This design comes from an exercise in tuning for small area, a short achievable clock period and few clock cycles per item on the open sky130 flow, not from production work.
Only simulation tests tie the RTL to the original design; equivalence was not proved.
Power and IR drop assume default switching activity.

job 101:
==> flow/design.v <==
module rle_enc (
    input  wire         clk,
    input  wire         rst,
    input  wire         in_valid,
    output wire         in_ready,
    input  wire [7:0]   in_data,
    input  wire         in_last,
    input  wire [5:0]   unit_size,
    output wire         out_valid,
    input  wire         out_ready,
    output wire [9:0]   out_count,
    output wire [5:0]   out_len,
    output wire [255:0] out_unit,
    output wire         out_last
);
    localparam CHUNK = 1000;
    localparam [9:0] LF_0   = 10'd1;       
    localparam [9:0] LF_998 = 10'd1003;    
    reg  [7:0]   cur [0:31];
    reg  [3:0]   ph;             
    reg  [7:0]   pl;             
    reg          ns;             
    reg          full_r;         
    reg  [9:0]   chunk_pos;      
    reg          cl;             
    reg          m;              
    reg  [9:0]   cnt;            
    reg          rs;             
    reg  [7:0]   exp_r;          
    reg  [7:0]   in_r;
    reg  [4:0]   p_r;
    reg          v_r;
    reg          wr;             
    reg          fin_r;          
    reg          last_r;         
    reg          o_valid;
    reg          rdy;            
    reg  [5:0]   o_len;
    reg          o_last;
    assign in_ready  = rdy;
    assign out_valid = o_valid;
    assign out_count = cnt;
    assign out_len   = o_len;
    assign out_last  = o_last;
    genvar g;
    generate
        for (g = 0; g < 32; g = g + 1) begin : g_unit
            assign out_unit[8*g +: 8] = cur[g];
        end
    endgenerate
    wire       u1     = (unit_size == 6'd1);
    wire       accept = in_valid && !o_valid;
    wire       eq     = (in_data == exp_r);
    wire       full   = ns ? u1 : full_r;
    wire       ce     = cl || in_last;
    wire       s_end  = full || ce;
    wire       close  = m && (!eq || (ce && !full));
    wire       a_set  = accept && close;     
    wire       b_set  = wr && fin_r;         
    wire       o_set  = a_set || b_set;
    wire [9:0] base   = rs ? 10'd1 : cnt;
    wire       o_nxt  = o_set || (o_valid && !out_ready);
    wire       v_nxt  = accept || (v_r && !wr);
    wire       pos0   = ph[0] && pl[0];
    wire [4:0] pos    = {ph[2] | ph[3], ph[1] | ph[3],
                         pl[4] | pl[5] | pl[6] | pl[7],
                         pl[2] | pl[3] | pl[6] | pl[7],
                         pl[1] | pl[3] | pl[5] | pl[7]};
    reg  [7:0]  cur_a;
    integer k, j;
    always @(*) begin
        cur_a = 8'd0;
        for (k = 0; k < 31; k = k + 1)
            cur_a = cur_a | (cur[k + 1] & {8{ph[k / 8] & pl[k % 8]}});
    end
    wire [7:0] exp_a  = (pos0 && p_r == 5'd1) ? in_r : cur_a;
    wire [7:0] exp_0  = pos0 ? in_data :
                        (p_r == 5'd0) ? in_r : cur[0];
    always @(posedge clk) begin
        for (j = 0; j < 32; j = j + 1)
            if (wr && p_r == j)
                cur[j] <= in_r;
        if (!o_valid) begin
            in_r   <= in_data;
            p_r    <= pos;
            fin_r  <= ce;
            last_r <= in_last;
        end
        if (accept) begin
            exp_r  <= s_end ? exp_0 : exp_a;
            full_r <= s_end ? u1 : ({1'b0, pos} + 6'd2 == unit_size);
        end
        if (o_set)
            cnt <= base;
        else if (accept && s_end)
            cnt <= m ? base + 10'd1 : 10'd1;
        if (accept && s_end)
            rs <= o_set;
        else if (o_set)
            rs <= 1'b0;
        if (!o_valid) begin
            o_len   <= (v_r && fin_r) ? {1'b0, p_r} + 6'd1 : unit_size;
            o_last  <= v_r && fin_r && last_r;
        end
    end
    always @(posedge clk) begin
        if (rst) begin
            ph        <= 4'd1;
            pl        <= 8'd1;
            wr        <= 1'b0;
            ns        <= 1'b1;
            chunk_pos <= LF_0;
            cl        <= 1'b0;
            m         <= 1'b0;
            v_r       <= 1'b0;
            o_valid   <= 1'b0;
            rdy       <= 1'b1;
        end else begin
            o_valid <= o_nxt;
            rdy     <= !o_nxt;
            v_r     <= v_nxt;
            wr      <= v_nxt && !o_nxt;
            if (accept) begin
                if (s_end) begin
                    ph <= 4'd1;
                    pl <= 8'd1;
                end else begin
                    pl <= {pl[6:0], pl[7]};
                    if (pl[7])
                        ph <= {ph[2:0], ph[3]};
                end
                ns        <= in_last;
                chunk_pos <= ce ? LF_0 :
                             {chunk_pos[8:0], chunk_pos[9] ^ chunk_pos[6]};
                cl        <= !ce && (chunk_pos == LF_998);
                if (s_end)
                    m <= !ce;
                else if (close)
                    m <= 1'b0;
            end
        end
    end
endmodule
clock: 5.0 ns
lec_check: 0
cap_margin: 0
core_margin: 2
core_utilization: 55
setup_slack_margin: 2.8
slew_margin: 0
buffer_ports_args: -buffer_cell sky130_fd_sc_hd__buf_1
cts_args: -sink_clustering_enable -repair_clock_nets -dont_use_dummy_load -sink_clustering_size 16 -sink_clustering_max_diameter 50 -buf_list "sky130_fd_sc_hd__clkbuf_8"
standard.sh (not shown) runs the stock make flow with config.mk's settings and CLKGATE_MAP_FILE= SYNTH_SCRIPT=/design/flow/synth_recipe.tcl, a recipe that flattens the netlist after the stock synthesis.
==> flow/flow/run.sh <==
#!/bin/bash
# Standard ORFS layout (the standard.sh), with two changes made through
# config.mk: the ports are buffered by sky130_fd_sc_hd__buf_1 instead of the
# default buffer that buffer_ports picks, and clock tree synthesis runs
# with the arguments in flow/cts_args.txt (larger sink clusters, no dummy
# loads). Each tool's output is in standard.log.
set -euo pipefail
echo 'export BUFFER_PORTS_ARGS = -buffer_cell sky130_fd_sc_hd__buf_1' >> config.mk
if [[ -s flow/cts_args.txt ]]; then
  echo "export CTS_ARGS = $(cat flow/cts_args.txt)" >> config.mk
fi
bash standard.sh > standard.log 2>&1
==> flow/flow/cts_args.txt <==
-sink_clustering_enable -repair_clock_nets -dont_use_dummy_load -sink_clustering_size 16 -sink_clustering_max_diameter 50 -buf_list "sky130_fd_sc_hd__clkbuf_8"
Testbench counts of job 101, summed over its fixed seeds: cycles 186,589, bytes 184,078.
Input changes introduced in job 102 (baseline for comparison: job 101):
Settings: CORE_UTILIZATION: 55 -> 50.
End point of the critical path: out_unit[18] -> job 102, out_unit[28] -> job 101
Utilization after layout | job 102 below job 101
In the floorplan summary, job 102 is listed with a die area greater than that of job 101.
Job 102 vs. job 101: global-route usage lower; cell count after placement higher; highest clock rate higher; final period demand of the worst path lower.
[job 102] combinational power share fell 0.5 points relative to job 101
A critical path startpoint of cur[3][4] is what job 101 shows, while cur[2][2] belongs to job 102.
Job 102 vs job 101 — final area dropped by a few percent
[inputs] job 103 vs job 102
Settings: BUFFER_PORTS_ARGS no longer set, was -buffer_cell sky130_fd_sc_hd__buf_1; CTS_BUF_LIST now sky130_fd_sc_hd__clkbuf_8, previously not set; CTS_CLUSTER_SIZE now 16, previously not set; CTS_ARGS no longer set, was -sink_clustering_enable -repair_clock_nets -dont_use_dummy_load -sink_clustering_size 16 -sink_clustering_max_diameter 50 -buf_list "sky130_fd_sc_hd__clkbuf_8"; CTS_CLUSTER_DIAMETER now 50, previously not set.
==> flow/run.sh (new file) <==
#!/bin/bash
# synth_recipe.tcl (not shown) runs the flow's synth.tcl, then flattens the netlist and writes it again
# the make line also repeats each setting of config.mk as NAME=value (left out here)
make -C /OpenROAD-flow-scripts/flow DESIGN_CONFIG=/design/flow/config.mk WORK_HOME=/design/flow/orfs CLKGATE_MAP_FILE= SYNTH_SCRIPT=/design/flow/synth_recipe.tcl finish
removed: flow/flow/run.sh
removed: flow/flow/cts_args.txt
removed: flow/standard.sh
[summary]
| design area | higher: job 103 |
Compared with job 102, job 103 shows ratio of total power to cell area lower by about 3%.
As far as proportion of power drawn by combinational gates is concerned, job 103 and job 102 perform about the same.
Lower sequential share of layout area goes to job 103 over job 102.
Compared with job 102, job 103 shows a higher clock network fraction of design power.
What job 104 does differently from job 103 at the input level:
Settings: CTS_CLUSTER_SIZE no longer set, was 16; CTS_CLUSTER_DIAMETER no longer set, was 50; CORE_UTILIZATION now 60, was 50; CTS_ARGS now -sink_clustering_enable -repair_clock_nets -dont_use_dummy_load -sink_clustering_size 16 -sink_clustering_max_diameter 50 -buf_list "sky130_fd_sc_hd__clkbuf_8", previously not set; BUFFER_PORTS_ARGS now -buffer_cell sky130_fd_sc_hd__buf_1, previously not set; CTS_BUF_LIST no longer set, was sky130_fd_sc_hd__clkbuf_8.
==> flow/flow/run.sh (new file) <==
#!/bin/bash
# Standard ORFS layout (the standard.sh), with two changes made through
# config.mk: the ports are buffered by sky130_fd_sc_hd__buf_1 instead of the
# default buffer that buffer_ports picks, and clock tree synthesis runs
# with the arguments in flow/cts_args.txt (larger sink clusters, no dummy
# loads). Each tool's output is in standard.log.
set -euo pipefail
echo 'export BUFFER_PORTS_ARGS = -buffer_cell sky130_fd_sc_hd__buf_1' >> config.mk
if [[ -s flow/cts_args.txt ]]; then
  echo "export CTS_ARGS = $(cat flow/cts_args.txt)" >> config.mk
fi
bash standard.sh > standard.log 2>&1
==> flow/flow/cts_args.txt (new file) <==
-sink_clustering_enable -repair_clock_nets -dont_use_dummy_load -sink_clustering_size 16 -sink_clustering_max_diameter 50 -buf_list "sky130_fd_sc_hd__clkbuf_8"
==> flow/standard.sh (new file) <==
#!/bin/bash
# synth_recipe.tcl (not shown) runs the flow's synth.tcl, then flattens the netlist and writes it again
# the make line also repeats each setting of config.mk as NAME=value (left out here)
make -C /OpenROAD-flow-scripts/flow DESIGN_CONFIG=/design/flow/config.mk WORK_HOME=/design/flow/orfs CLKGATE_MAP_FILE= SYNTH_SCRIPT=/design/flow/synth_recipe.tcl "${@:-finish}"
removed: flow/run.sh
--- outcome ---
[compare] base=job 103 new=job 104: area used by sequential logic in the layout held steady, part of the total power dissipated in sequential elements grew by 5.8 points, sequential cell count held steady, net count reported at finish shrank by 12%.
Compared job 104 vs job 103, and total placed cells including tap cells is down in job 104.
Looking at job 104 and job 103, the hold slack is a wash.
Input-level comparison between job 105 and job 104:
Settings: changing CORE_UTILIZATION from 60 to 50; changing SETUP_SLACK_MARGIN from 2.8 to 2.7.
Notes after the runs:
- Job 104 has higher post-cts repair resize count than job 105.
- Diff job 105..job 104 | non-clock inverter instance count of the final layout | unchanged
- In the final design statistics, job 105 uses more standard cells in total than job 104.
- Job 104 -> job 105: flip-flop and latch area flat
- The placement-stage cell area in job 105 sits about 0.8% above the value recorded for job 104.
- Between job 105 and job 104, the difference in required time at the endpoint of the critical path is negligible.
- Re met1 routed wirelength after detailed routing: job 105 and job 104 aren't equal, and the lower value belongs to job 104.
- Between job 105 and job 104, the wire length on met2 is higher for job 105.
- Looking at worst setup slack, job 105 sits 0.10 ns lower than job 104 does.
- Job 105 vs job 104: total power per unit cell area up in job 105

## afterwards: timing with drivers on the ports
In the flow no input, the clock included, has a driving cell. The finished layouts below were timed again as built, in two steps.
Step 1, drivers: a clkbuf_16 drives clk and a buf_2 each remaining input, both assumed.
Step 2 adds t to the input delays and takes it off the output delays; t is the mean of the earliest and latest rising clock arrival at the registers after step 1. Input paths then give back, and output paths get back, about the clock's delay inside the block.
a / b / c = no drivers / after step 1 / after step 2; a / b = the first two.
run	shift t [ns]	setup slack, ns	worst hold slack (ns)
job 101	0.651	2.712 / 2.662 / 2.197	0.479 / 0.479 / 0.479
job 102	0.576	2.784 / 2.736 / 2.259	0.485 / 0.485 / 0.485
job 103	0.657	2.723 / 2.674 / 2.227	0.488 / 0.488 / 0.488
job 104	0.577	2.756 / 2.761 / 2.184	0.485 / 0.485 / 0.485
job 105	0.572	2.652 / 2.670 / 2.098	0.468 / 0.468 / 0.468
After both steps setup and hold are still met in every run listed. For job 104, which loses most, drivers alone change the setup slack by +0.005 ns; drivers and shift together by -0.572 ns.
